What follows belongs to an exercise in optimizing a design on an open flow for small area, a short achievable clock period and few clock cycles per item; a production flow would make more cautious choices. Where RTL was checked, it was by simulation tests only, not by an equivalence proof against the original.

==> module cbc_aes_dec, before the edit <==
module cbc_aes_dec (
    input  wire         clk,
    input  wire         rst,         
    input  wire         key_load,    
    input  wire [127:0] key_in,
    input  wire         iv_load,     
    input  wire [127:0] iv_in,
    input  wire         blk_valid,   
    input  wire [127:0] blk_in,
    output reg          ready,
    output reg          out_valid,   
    output reg  [127:0] out_data
);
    localparam [1:0] S_RUN   = 2'd0,   
                     S_KCHK  = 2'd1,   
                     S_DRAIN = 2'd2,   
                     S_EXP   = 2'd3;   
    reg [1:0]   fsm;
    reg         kvalid;   
    reg [127:0] dk;       
    reg [31:0]  dkt;      
    reg [3:0]   estep;    
    reg [1:0]   ephase;   
    reg [127:0] civ;      
    reg         ent;      
    reg         a0;       
    reg [3:0]   r0;
    reg [127:0] st0;      
    reg [127:0] k0;       
    reg         kok0;
    reg [31:0]  u0;       
    reg [127:0] iv0;      
    reg         a1;
    reg [3:0]   r1;
    reg [127:0] st1;
    reg [127:0] k1;       
    reg         kok1;
    reg [31:0]  t1;       
    reg [127:0] iv1;
    wire take     = ready && !rst;
    wire take_key = take && key_load;
    wire take_iv  = take && !key_load && iv_load;
    wire take_blk = take && !key_load && !iv_load && blk_valid;
    wire [127:0] isr;
    wire [127:0] isb;
    genvar r, c;
    generate
        for (c = 0; c < 4; c = c + 1) begin : g_col
            for (r = 0; r < 4; r = r + 1) begin : g_row
                assign isr[127 - 8*(r + 4*c) -: 8] = st0[127 - 8*(r + 4*((c + 4 - r) % 4)) -: 8];
                aes_inv_sbox u_sbox (
                    .t(isr[127 - 8*(r + 4*c) -: 8]),
                    .y(isb[127 - 8*(r + 4*c) -: 8])
                );
            end
        end
    endgenerate
    wire [31:0] sw_out;
    aes_sbox u_ks_sbox0 (.t(u0[23:16]), .y(sw_out[31:24]));
    aes_sbox u_ks_sbox1 (.t(u0[15:8]),  .y(sw_out[23:16]));
    aes_sbox u_ks_sbox2 (.t(u0[7:0]),   .y(sw_out[15:8]));
    aes_sbox u_ks_sbox3 (.t(u0[31:24]), .y(sw_out[7:0]));
    wire [127:0] ark = st1 ^ k1;
    wire [127:0] imc;     
    generate
        for (c = 0; c < 4; c = c + 1) begin : g_mix
            aes_inv_mix_col u_mix (
                .col_in (ark[127 - 32*c -: 32]),
                .col_out(imc[127 - 32*c -: 32])
            );
        end
    endgenerate
    function [7:0] rcon_of(input [3:0] i);
        rcon_of = {i == 4'd8, i == 4'd7, i == 4'd6 || i == 4'd10,
                   i == 4'd5 || i == 4'd9 || i == 4'd10, i == 4'd4 || i == 4'd9,
                   i == 4'd3 || i == 4'd10, i == 4'd2 || i == 4'd9 || i == 4'd10,
                   i == 4'd1 || i == 4'd9};
    endfunction
    wire [31:0] q0 = k1[127:96], q1 = k1[95:64], q2 = k1[63:32], q3 = k1[31:0];
    wire [127:0] k1_prev = {q0 ^ {rcon_of(r1), 24'h000000} ^ t1, q1 ^ q0, q2 ^ q1, q3 ^ q2};
    wire [31:0]  u1_prev = q3 ^ q1;      
    wire [31:0] d0 = dk[127:96], d1 = dk[95:64], d2 = dk[63:32], d3 = dk[31:0];
    wire [127:0] dk_prev = {d0 ^ 32'h36000000 ^ dkt, d1 ^ d0, d2 ^ d1, d3 ^ d2};
    wire [31:0]  udk     = d3 ^ d1;
    wire [31:0] e0 = d0 ^ {rcon_of(estep), 24'h000000} ^ t1;
    wire [31:0] e1 = e0 ^ d1;
    wire [31:0] e2 = e1 ^ d2;
    wire [31:0] e3 = e2 ^ d3;
    wire [127:0] blk_x = blk_in ^ dk;
    wire [127:0] blk_t;
    generate
        for (c = 0; c < 16; c = c + 1) begin : g_in
            aes_inv_tmap u_tmap (.a(blk_x[8*c +: 8]), .t(blk_t[8*c +: 8]));
        end
    endgenerate
    wire [31:0] u0_x = (fsm == S_DRAIN && !a0 && !a1) ? d3 :
                       (fsm == S_EXP)   ? d3 :
                       ent              ? udk : u1_prev;
    wire [31:0] u0_t;
    generate
        for (c = 0; c < 4; c = c + 1) begin : g_u
            aes_fwd_tmap u_tmap (.a(u0_x[8*c +: 8]), .t(u0_t[8*c +: 8]));
        end
    endgenerate
    always @(posedge clk) begin
        st1 <= isb;
        k1  <= k0;
        t1  <= sw_out;
        iv1 <= iv0;
        if (ent) begin
            st0 <= take_key ? key_in : blk_t;
            k0  <= take_blk ? dk_prev : k1;
            iv0 <= civ;
        end else begin
            st0 <= imc;
            k0  <= k1_prev;
            iv0 <= iv1;
        end
        u0 <= u0_t;
        out_data <= ark ^ iv1;
        if (fsm == S_KCHK && !match)
            dk <= st0;           
        else if (fsm == S_EXP && ephase == 2'd1)
            dk <= {e0, e1, e2, e3};
        if (fsm == S_EXP && ephase == 2'd1 && estep == 4'd10)
            dkt <= t1;
    end
    reg  [1:0] fsm_n;
    reg        kvalid_n;
    wire       match = kvalid && kok0 && (st0 == k0);
    always @(*) begin
        fsm_n    = fsm;
        kvalid_n = kvalid;
        case (fsm)
            S_RUN: begin
                if (take_key)
                    fsm_n = S_KCHK;
            end
            S_KCHK: begin
                if (!match) begin
                    kvalid_n = 1'b0;
                    fsm_n    = S_DRAIN;
                end else begin
                    fsm_n = S_RUN;
                end
            end
            S_DRAIN: begin
                if (!a0 && !a1)
                    fsm_n = S_EXP;
            end
            S_EXP: begin
                if (ephase == 2'd1 && estep == 4'd10) begin
                    kvalid_n = 1'b1;
                    fsm_n    = S_RUN;
                end
            end
            default: fsm_n = S_RUN;
        endcase
    end
    wire free1_n = !a0 || (r0 == 4'd0);
    always @(posedge clk) begin
        if (rst) begin
            fsm       <= S_RUN;
            kvalid    <= 1'b0;
            ready     <= 1'b1;
            ent       <= 1'b1;
            a0        <= 1'b0;
            a1        <= 1'b0;
            kok0      <= 1'b0;
            kok1      <= 1'b0;
            out_valid <= 1'b0;
            civ       <= 128'd0;
        end else begin
            fsm       <= fsm_n;
            kvalid    <= kvalid_n;
            ready     <= (fsm_n == S_RUN) && free1_n;
            ent       <= free1_n;
            a1        <= a0;
            r1        <= r0;
            kok1      <= kok0 && !(fsm == S_KCHK && !match);
            kok0      <= (take_blk || kok1) && !(fsm == S_KCHK && !match);
            a0        <= take_blk || (a1 && (r1 != 4'd0));
            r0        <= take_blk ? 4'd9 : r1 - 4'd1;
            out_valid <= a1 && (r1 == 4'd0);
            if (take_iv)
                civ <= iv_in;
            else if (take_blk)
                civ <= blk_in;
            if (fsm == S_DRAIN) begin
                estep  <= 4'd1;
                ephase <= 2'd0;
            end else begin
                ephase <= (ephase == 2'd2) ? 2'd0 : ephase + 2'd1;
                if (ephase == 2'd1)
                    estep <= estep + 4'd1;
            end
        end
    end
endmodule
Settings: LEC_CHECK=0, CAP_MARGIN=20, CORE_MARGIN=2, CORE_UTILIZATION=60, CTS_CLUSTER_DIAMETER=80, CTS_CLUSTER_SIZE=24, PLACE_DENSITY=0.7, SLEW_MARGIN=20, SYNTH_HIERARCHICAL=1; clock period 10.0 ns.
standard.sh (not shown) runs the stock make flow with config.mk's settings and CLKGATE_MAP_FILE= SYNTH_SCRIPT=/design/flow/synth_recipe.tcl, a recipe that flattens the netlist after the stock synthesis.
==> flow/flow/run.sh <==
#!/bin/bash
# The standard layout (the standard.sh, unchanged synthesis), with
#  - the port buffers made with the smallest buffer cell (every port still gets one).
export SETUP_SLACK_MARGIN=6.8
export BUFFER_PORTS_ARGS="-buffer_cell sky130_fd_sc_hd__buf_1"
bash standard.sh > standard.log 2>&1
The starting point went through all stages and came out clean.
Testbench counts at the start, summed over its fixed seeds: cycles 25,142, blocks 2,457.
Rerun with:
--- a/flow/design.v
+++ b/flow/design.v
@@ -1119,16 +1119,20 @@
     wire [31:0] q0 = k1[127:96], q1 = k1[95:64], q2 = k1[63:32], q3 = k1[31:0];
     wire [127:0] k1_prev = {q0 ^ {rcon_of(r1), 24'h000000} ^ t1, q1 ^ q0, q2 ^ q1, q3 ^ q2};
     wire [31:0]  u1_prev = q3 ^ q1;      
     wire [31:0] d0 = dk[127:96], d1 = dk[95:64], d2 = dk[63:32], d3 = dk[31:0];
     wire [127:0] dk_prev = {d0 ^ 32'h36000000 ^ dkt, d1 ^ d0, d2 ^ d1, d3 ^ d2};
     wire [31:0]  udk     = d3 ^ d1;
-    wire [31:0] e0 = d0 ^ {rcon_of(estep), 24'h000000} ^ t1;
-    wire [31:0] e1 = e0 ^ d1;
-    wire [31:0] e2 = e1 ^ d2;
-    wire [31:0] e3 = e2 ^ d3;
+    wire [31:0] s0 = d0 ^ {rcon_of(estep), 24'h000000};
+    wire [31:0] s1 = s0 ^ d1;
+    wire [31:0] s2 = s1 ^ d2;
+    wire [31:0] s3 = s2 ^ d3;
+    wire [31:0] e0 = s0 ^ t1;
+    wire [31:0] e1 = s1 ^ t1;
+    wire [31:0] e2 = s2 ^ t1;
+    wire [31:0] e3 = s3 ^ t1;
     wire [127:0] blk_x = blk_in ^ dk;
     wire [127:0] blk_t;
     generate
         for (c = 0; c < 16; c = c + 1) begin : g_in
             aes_inv_tmap u_tmap (.a(blk_x[8*c +: 8]), .t(blk_t[8*c +: 8]));
         end
Global-route usage rises by 0.99 points.
Core utilization rises by 0.70 points.
Non-clock buffer count rises by 72.
Fmax barely changes.
Register-to-register slack barely changes.
Via count rises by 2.1%.
Hold slack improved by 0.0090 ns.
Critical path depth rises by 4.
Worst setup slack got worse by 0.0085 ns.
Routed wire length rises by 4.3%.
First-iteration DRC count rises by 2.0%.
Only the layout flow was run in the second run of this note; the RTL was not checked for function there.

[re-timing with driven ports]
In the flow no input, the clock included, has a driving cell. The finished layouts below were timed again as built, in two steps.
Step 1 sets driving cells, clkbuf_16 on the clock port and buf_2 on the other inputs (assumed; they add their load-dependent delay and slew).
Step 2 adds t to the input delays and takes it off the output delays; t is the mean of the earliest and latest rising clock arrival at the registers after step 1. Input paths then give back, and output paths get back, about the clock's delay inside the block.
Slacks: ideal / step 1 / step 2; pairs: ideal / step 1.
run	t (ns)	setup WS [ns]	worst register clock-pin slew, ns
the first run	0.820	6.732 / 6.685 / 5.873	0.10 / 0.10
the second run	0.805	6.724 / 6.695 / 5.959	0.11 / 0.11
After both steps setup and hold are still met in every run listed. The setup slack of the first run, which loses most, moves by -0.047 ns with the drivers and by -0.859 ns with both steps.
